This design comes from an exercise in tuning for small area on the open sky130 flow, not from production work. RTL that was checked went through simulation tests only; none was proved equivalent to the original. Power is estimated from default activity; no workload was simulated.

Setup of AL:
Design gen2_tx_core, start of the top module:
module gen2_tx_core (
    input  wire        clk,
    input  wire        rst,
    input  wire        op_valid,
    output wire        op_ready,
    input  wire [2:0]  op,
    input  wire [31:0] sample_rate,
    input  wire [31:0] dac_rate,
    input  wire        select_enabled,
    input  wire [7:0]  q_param,
    input  wire [15:0] mask_count,
    input  wire [31:0] cap,
    input  wire [15:0] n_in,
    input  wire [15:0] in_bits,
    input  wire [5:0]  reg_num,
    input  wire [31:0] reg_wdata,
    input  wire        mc_valid,
    output wire        mc_ready,
    input  wire [7:0]  mc_char,
    output reg         rsp_valid,
    output reg  [3:0]  status,
    output wire [31:0] written,
    output wire [15:0] consumed,
    output wire [31:0] rdata,
    output wire [31:0] rpt_nq,
    output wire [31:0] rpt_round,
    output wire [31:0] rpt_slot,
    output wire        smp_valid,
    output wire        smp_data,
    input  wire        smp_ready
);
    localparam [2:0] OP_CONSTRUCT = 3'd0, OP_STEP = 3'd1, OP_RD = 3'd2,
                     OP_WR = 3'd3;
  ...
Size: about 2800 cells after synthesis, about 690 flip-flops, roughly 390 I/O pins, ~29000 sq um of cells after synthesis.
clock: 15.0 ns
lec_check: 0
cap_margin: 20
core_margin: 2
core_utilization: 60
slew_margin: 20
standard.sh (not shown) runs the stock make flow with config.mk's settings and CLKGATE_MAP_FILE= SYNTH_SCRIPT=/design/flow/synth_recipe.tcl, a recipe that flattens the netlist after the stock synthesis.
==> flow/flow/run.sh <==
#!/bin/bash
# The standard layout (standard.sh, standard synthesis unchanged) with
# these changes:
#  - ports are buffered with the smallest buffer (buf_1);
#  - buffers that ABC inserted during synthesis are removed at floorplan,
#    then the combinational logic is remapped for area with OpenROAD's
#    restructure (registers are not touched), using the platform library
#    without the cells the platform marks don't-use;
#  - the clock tree is built from clkbuf_4 in clusters of 10, without
#    dummy loads.
# Output: standard_flow.log (make and every tool it runs), lib_filter.log;
# ORFS also keeps each step's log under orfs/logs.
set -euo pipefail
mkdir -p rmp
python3 flow/lib_filter.py "$FLOW_HOME/platforms/sky130hd/lib/sky130_fd_sc_hd__tt_025C_1v80.lib" \
  "$FLOW_HOME/platforms/sky130hd/config.mk" rmp/filtered.lib > lib_filter.log 2>&1
export RMP_LIB="$PWD/rmp/filtered.lib"
export BUFFER_PORTS_ARGS="-buffer_cell sky130_fd_sc_hd__buf_1"
export REMOVE_ABC_BUFFERS=1
export POST_FLOORPLAN_TCL="$PWD/flow/post_floorplan.tcl"
export CTS_ARGS="-sink_clustering_enable -repair_clock_nets -dont_use_dummy_load -buf_list sky130_fd_sc_hd__clkbuf_4 -sink_clustering_size 10 -sink_clustering_max_diameter 45"
bash standard.sh > standard_flow.log 2>&1
Other scripts of this flow, unchanged in this note and not shown: flow/flow/lib_filter.py, flow/flow/post_floorplan.tcl
Modified inputs, PW compared to AL
diff --git a/flow/design.v b/flow/design.v
--- a/flow/design.v
+++ b/flow/design.v
@@ -58,30 +58,30 @@
     reg [2:0]  cfgst;
     reg [3:0]  phase;
     reg [1:0]  dect, gatet;
     reg        expsel;
     reg        sel;
     reg [3:0]  qv;
     reg [7:0]  L;
     reg [17:0] q48;
     reg        cvalid;
-    reg [5:0]  rnl;
     reg        ackx;
     reg        isrd;
     reg        mbad;
     reg        dry, xvalid;
     reg [2:0]  seg;
     reg [1:0]  sec;
     reg [7:0]  bi;
     reg        cb;
     reg [2:0]  ss;
     reg [2:0]  em;
     reg [24:0] S;
+    wire [5:0] rnl = S[14:9];
     reg [15:0] crc;
     reg        wa, wk, wsub, wneg, fin;
     reg [3:0]  wv;
     reg        sbor;
     reg        xact, xph, xmode, xfirst, xneg, xnn;
     reg [3:0]  hc;
     reg [4:0]  jc;
     reg [1:0]  xc;
     reg        xprev, qd;
@@ -180,19 +180,19 @@
     assign trld  = (st == ST_WALK) && (em == EM_XLD) && (sy == 3'd4);
     assign xq_n  = trld & qbit;
     wire   xq_bi = (t == 6'd0) ? 1'b0 : sbor;
     assign xq_s  = X[21] ^ xq_n ^ xq_bi;
     assign xq_bo = (~X[21] & xq_n) | (~X[21] & xq_bi) | (xq_n & xq_bi);
     always @(posedge clk) sbor <= xq_bo;
     wire        dmulb = dv[hc];
     wire [4:0]  hc16  = {1'b1, hc};
     wire        n1b   = (hc < 4'd9) ? ~S[hc16] : 1'b0;
-    wire        n0b   = ~S[hc];
+    wire        n0b   = (hc < 4'd9) ? ~S[hc] : 1'b0;
     wire [5:0] kdiv = t - {1'b0, jc};
     wire       dbit = (kdiv < 6'd20) ? D1M[kdiv[4:0]] : 1'b0;
     wire       dsub = ~xneg;
     wire [5:0] t20j = 6'd20 + {1'b0, jc};
     reg       xa, xo1, xo2, xcin0, xin;
     reg [1:0] xcur;
     always @(*) begin
         xa = 1'b0; xo1 = 1'b0; xo2 = 1'b0; xcin0 = 1'b0;
         if (xact && !xph) begin
@@ -506,19 +506,19 @@
             wa     <= 1'b0;
         end else begin
             case (st)
             ST_IDLE: if (accept) begin
                 ns     <= 3'd0;
                 isrd   <= 1'b0;
                 cvalid <= 1'b0;
                 dry <= 1'b1;
                 seg <= 3'd0; sec <= 2'd0; bi <= 8'd0; em <= EM_FETCH;
-                S <= {25{1'b1}};
+                S <= {10'h3FF, reg_num, 9'h1FF};
                 crc <= 16'hFFFF;
                 fin <= 1'b0;
                 case (op)
                 OP_CONSTRUCT: begin
                     ready <= 1'b0;
                     sel   <= select_enabled;
                     qv    <= q_param[3:0];
                     L     <= mask_count[7:0];
                     mbad  <= 1'b0;
@@ -539,19 +539,18 @@
                         status <= 4'd3; st <= ST_WCLR;
                     end else if (phase == 4'd4 && n_in != 16'd16) begin
                         status <= 4'd2; cvalid <= 1'b1; st <= ST_WCLR;
                     end else begin
                         st <= ST_WALK;
                     end
                 end
                 OP_RD: begin
                     isrd <= 1'b1;
-                    rnl  <= reg_num;
                     if (rn == 6'h07 || rn == 6'h08) begin
                         status <= 4'd0; st <= ST_RDS;
                     end else if (!ready) begin
                         status <= 4'd9; st <= ST_WCLR;
                     end else if (!rd_ok) begin
                         status <= 4'd10; st <= ST_WCLR;
                     end else begin
                         status <= 4'd0;
                         if (rd_walk)
### Flow results
- Cmp PW and AL / total power after layout / lower: AL
- PW reports a higher worst supply voltage drop on vdd than AL does.
- Number of rows created at floorplan, PW and AL, higher one = AL.
- PW vs. AL: final-stage net count shows a reduction of about 1.2%, adder-cell share of the synthesized area saw an increase, fraction of standard cell area that is sequential now sits lower, part of the cycle the worst path needs shrank by 0.23 points, register-to-register setup slack now larger.
- Looking at critical path's slowest cell, the edfxtp_1 result is from AL; the nor3_1 one comes from PW.
- Summary of PW over AL: total placed instance area shows a reduction of 0.79%; relative contribution of the clock network to total power decreased by 1.7 points relative to the old numbers; shortest clock period the worst path allows after layout lost 34 ps.
- Compared with AL, PW ends up with a smaller final cell area.

========
== build 19 ==
gen2_tx_core with an RTL version that a note above also has.
Size in the first run: ~2,600 cells after synthesis, about 0.027 mm² of cells after synthesis.
==> flow/config.mk <==
export PLATFORM = sky130hd
export DESIGN_NAME = gen2_tx_core
export DESIGN_NICKNAME = gen2_tx_core
export VERILOG_FILES = /design/flow/design.v
export SDC_FILE = /design/flow/constraint.sdc
export NUM_CORES = 4
export LEC_CHECK = 0
export CAP_MARGIN = 20
export CORE_MARGIN = 2
export CORE_UTILIZATION = 40
export SLEW_MARGIN = 20
==> flow/constraint.sdc <==
create_clock -name core_clock -period 15.0 [get_ports {clk}]
set_input_delay 3.0000 -clock core_clock [delete_from_list [all_inputs] [get_ports {clk}]]
set_output_delay 3.0000 -clock core_clock [all_outputs]
set_load 0.01 [all_outputs]
==> flow/flow/lib_filter.py <==
"""Copy a liberty file without the cells that the platform's config.mk lists in
DONT_USE_CELLS. usage: lib_filter.py LIB CONFIG_MK OUT"""
import re
import sys

lib, cfg, out = sys.argv[1:4]
text = open(cfg).read()
m = re.search(r"DONT_USE_CELLS\s*\+?=\s*((?:.*\\\n)*.*)", text)
dont = set(re.findall(r"sky130_fd_sc_hd__\w+", m.group(1)))
src = open(lib).read()
res = []
pos = 0
dropped = []
for cm in re.finditer(r"\n(\s*)cell\s*\(\s*\"?(\w+)\"?\s*\)\s*\{", src):
    if cm.start() < pos:
        continue
    name = cm.group(2)
    # find the end of this cell group by brace matching
    i = cm.end()
    depth = 1
    while depth:
        c = src[i]
        if c == "{":
            depth += 1
        elif c == "}":
            depth -= 1
        i += 1
    if name in dont:
        res.append(src[pos:cm.start()])
        pos = i
        dropped.append(name)
res.append(src[pos:])
open(out, "w").write("".join(res))
print("dropped", len(dropped), "cells:", " ".join(dropped))
==> flow/flow/post_floorplan.tcl <==
# Remap the combinational logic for area; registers are left as they are.
file mkdir $::env(OBJECTS_DIR)/rmp
restructure -target area -liberty_file $::env(RMP_LIB) \
  -tielo_port sky130_fd_sc_hd__conb_1/LO -tiehi_port sky130_fd_sc_hd__conb_1/HI \
  -work_dir $::env(OBJECTS_DIR)/rmp
# restructure can leave buffers behind
remove_buffers
Scripts as last shown in full above: flow/flow/run.sh
Modified inputs, build 7 compared to build 19
--- a/flow/design.v
+++ b/flow/design.v
@@ -24,19 +24,19 @@
     output wire [31:0] rdata,
     output wire [31:0] rpt_nq,
     output wire [31:0] rpt_round,
     output wire [31:0] rpt_slot,
     output wire        smp_valid,
     output wire        smp_data,
     input  wire        smp_ready
 );
     localparam [2:0] OP_CONSTRUCT = 3'd0, OP_STEP = 3'd1, OP_RD = 3'd2,
-                     OP_WR = 3'd3;
+                     OP_WR = 3'd3, OP_REPORT = 3'd4;
     localparam [2:0] FT_NONE = 3'd0, FT_QUERY = 3'd1, FT_QADJ = 3'd2,
                      FT_SEL = 3'd3, FT_ACK = 3'd4, FT_QREP = 3'd5,
                      FT_NAK = 3'd6, FT_B01 = 3'd7;
     localparam [3:0] ST_IDLE = 4'd0, ST_MASK = 4'd1, ST_CQ = 4'd2,
                      ST_RESP = 4'd3, ST_WCLR = 4'd4, ST_WALK = 4'd5,
                      ST_NEED = 4'd6, ST_CHK = 4'd7, ST_FIN = 4'd8,
                      ST_UPD = 4'd9, ST_RDS = 4'd10;
     localparam [2:0] EM_FETCH = 3'd0, EM_LOAD = 3'd2,
                      EM_RUN = 3'd3, EM_XPREP = 3'd4, EM_XWAIT = 3'd5,
@@ -58,30 +58,30 @@
     reg [2:0]  cfgst;
     reg [3:0]  phase;
     reg [1:0]  dect, gatet;
     reg        expsel;
     reg        sel;
     reg [3:0]  qv;
     reg [7:0]  L;
     reg [17:0] q48;
     reg        cvalid;
+    reg [5:0]  rnl;
     reg        ackx;
     reg        isrd;
     reg        mbad;
     reg        dry, xvalid;
     reg [2:0]  seg;
     reg [1:0]  sec;
     reg [7:0]  bi;
     reg        cb;
     reg [2:0]  ss;
     reg [2:0]  em;
     reg [24:0] S;
-    wire [5:0] rnl = S[14:9];
     reg [15:0] crc;
     reg        wa, wk, wsub, wneg, fin;
     reg [3:0]  wv;
     reg        sbor;
     reg        xact, xph, xmode, xfirst, xneg, xnn;
     reg [3:0]  hc;
     reg [4:0]  jc;
     reg [1:0]  xc;
     reg        xprev, qd;
@@ -180,19 +180,19 @@
     assign trld  = (st == ST_WALK) && (em == EM_XLD) && (sy == 3'd4);
     assign xq_n  = trld & qbit;
     wire   xq_bi = (t == 6'd0) ? 1'b0 : sbor;
     assign xq_s  = X[21] ^ xq_n ^ xq_bi;
     assign xq_bo = (~X[21] & xq_n) | (~X[21] & xq_bi) | (xq_n & xq_bi);
     always @(posedge clk) sbor <= xq_bo;
     wire        dmulb = dv[hc];
     wire [4:0]  hc16  = {1'b1, hc};
     wire        n1b   = (hc < 4'd9) ? ~S[hc16] : 1'b0;
-    wire        n0b   = (hc < 4'd9) ? ~S[hc] : 1'b0;
+    wire        n0b   = ~S[hc];
     wire [5:0] kdiv = t - {1'b0, jc};
     wire       dbit = (kdiv < 6'd20) ? D1M[kdiv[4:0]] : 1'b0;
     wire       dsub = ~xneg;
     wire [5:0] t20j = 6'd20 + {1'b0, jc};
     reg       xa, xo1, xo2, xcin0, xin;
     reg [1:0] xcur;
     always @(*) begin
         xa = 1'b0; xo1 = 1'b0; xo2 = 1'b0; xcin0 = 1'b0;
         if (xact && !xph) begin
@@ -337,18 +337,20 @@
     reg  [21:0] qfrr;
     reg  [27:0] shdrr;
     integer fi;
     always @(*) begin
         for (fi = 0; fi < 22; fi = fi + 1) qfrr[fi] = qfr[21 - fi];
         for (fi = 0; fi < 28; fi = fi + 1) shdrr[fi] = shdr[27 - fi];
     end
     localparam [8:0] QADJ_R = 9'b0000_01001;
     localparam [7:0] NAK_R  = 8'b0000_0011;
+    localparam [8:0] QADJ_FRAME = 9'b1001_00_000;
+    localparam [7:0] NAK_BITS   = 8'b1100_0000;
     reg fbit;
     always @(*) begin
         case (ft)
             FT_QUERY: fbit = qfrr[bi[4:0]];
             FT_QADJ:  fbit = QADJ_R[bi[3:0]];
             FT_SEL: begin
                 case (sec)
                     2'd0:    fbit = shdrr[bi[4:0]];
                     2'd1:    fbit = mrd;
@@ -506,19 +508,19 @@
             wa     <= 1'b0;
         end else begin
             case (st)
             ST_IDLE: if (accept) begin
                 ns     <= 3'd0;
                 isrd   <= 1'b0;
                 cvalid <= 1'b0;
                 dry <= 1'b1;
                 seg <= 3'd0; sec <= 2'd0; bi <= 8'd0; em <= EM_FETCH;
-                S <= {10'h3FF, reg_num, 9'h1FF};
+                S <= {25{1'b1}};
                 crc <= 16'hFFFF;
                 fin <= 1'b0;
                 case (op)
                 OP_CONSTRUCT: begin
                     ready <= 1'b0;
                     sel   <= select_enabled;
                     qv    <= q_param[3:0];
                     L     <= mask_count[7:0];
                     mbad  <= 1'b0;
@@ -539,18 +541,19 @@
                         status <= 4'd3; st <= ST_WCLR;
                     end else if (phase == 4'd4 && n_in != 16'd16) begin
                         status <= 4'd2; cvalid <= 1'b1; st <= ST_WCLR;
                     end else begin
                         st <= ST_WALK;
                     end
                 end
                 OP_RD: begin
                     isrd <= 1'b1;
+                    rnl  <= reg_num;
                     if (rn == 6'h07 || rn == 6'h08) begin
                         status <= 4'd0; st <= ST_RDS;
                     end else if (!ready) begin
                         status <= 4'd9; st <= ST_WCLR;
                     end else if (!rd_ok) begin
                         status <= 4'd10; st <= ST_WCLR;
                     end else begin
                         status <= 4'd0;
                         if (rd_walk)
==> comparison <==
Maximum single-stage delay on the critical path was higher in build 7 than in build 19. Build 7: die height 1.9% above build 19. Weighted congestion reported at the end of routability-driven placement: build 7 higher than build 19. Clock share of power: build 7 vs build 19 up 1.7 points. Number of enable flip-flop cells after synthesis (higher): build 7. The wire length of the first global-routing pass of build 7 and that of build 19 are within noise of each other. Looking at the reports, build 7 completed the entire flow and the layout it produced met the timing, design-rule and antenna checks. Min sum of net half-perimeters after detailed placement across build 19 and build 7: build 7.
No functional check of the RTL was part of build 7.

[port drivers added, routing unchanged]
How much do the figures lean on ideal ports? The routed layouts below were timed once more, with nothing changed but the port constraints.
Step 1 assumes that a clkbuf_16 drives the clock port and a buf_2 every other input.
Step 2 times the ports against the registers' clock, not the clock port: input delays grow and output delays shrink by t, the midpoint of the rising clock arrivals with the driver on.
Slacks: ideal ports / drivers / drivers and shift; pairs: ideal ports / drivers.
| run | t, ns | setup WS [ns] | worst register clock-pin slew, ns | worst slew at a driven data input, ns | pins driven straight from the clock port |
|---|---|---|---|---|---|
| AL | 0.867 | 7.038 / 6.995 / 7.501 | 0.11 / 0.11 | 0.07 | 1 |
| PW | 0.834 | 7.072 / 7.024 / 7.746 | 0.11 / 0.11 | 0.12 | 1 |
| build 19 | 0.880 | 7.062 / 7.004 / 7.703 | 0.11 / 0.11 | 0.07 | 1 |
| build 7 | 0.878 | 6.799 / 6.732 / 7.129 | 0.11 / 0.11 | 0.07 | 1 |
After both steps setup and hold are still met in every run listed.
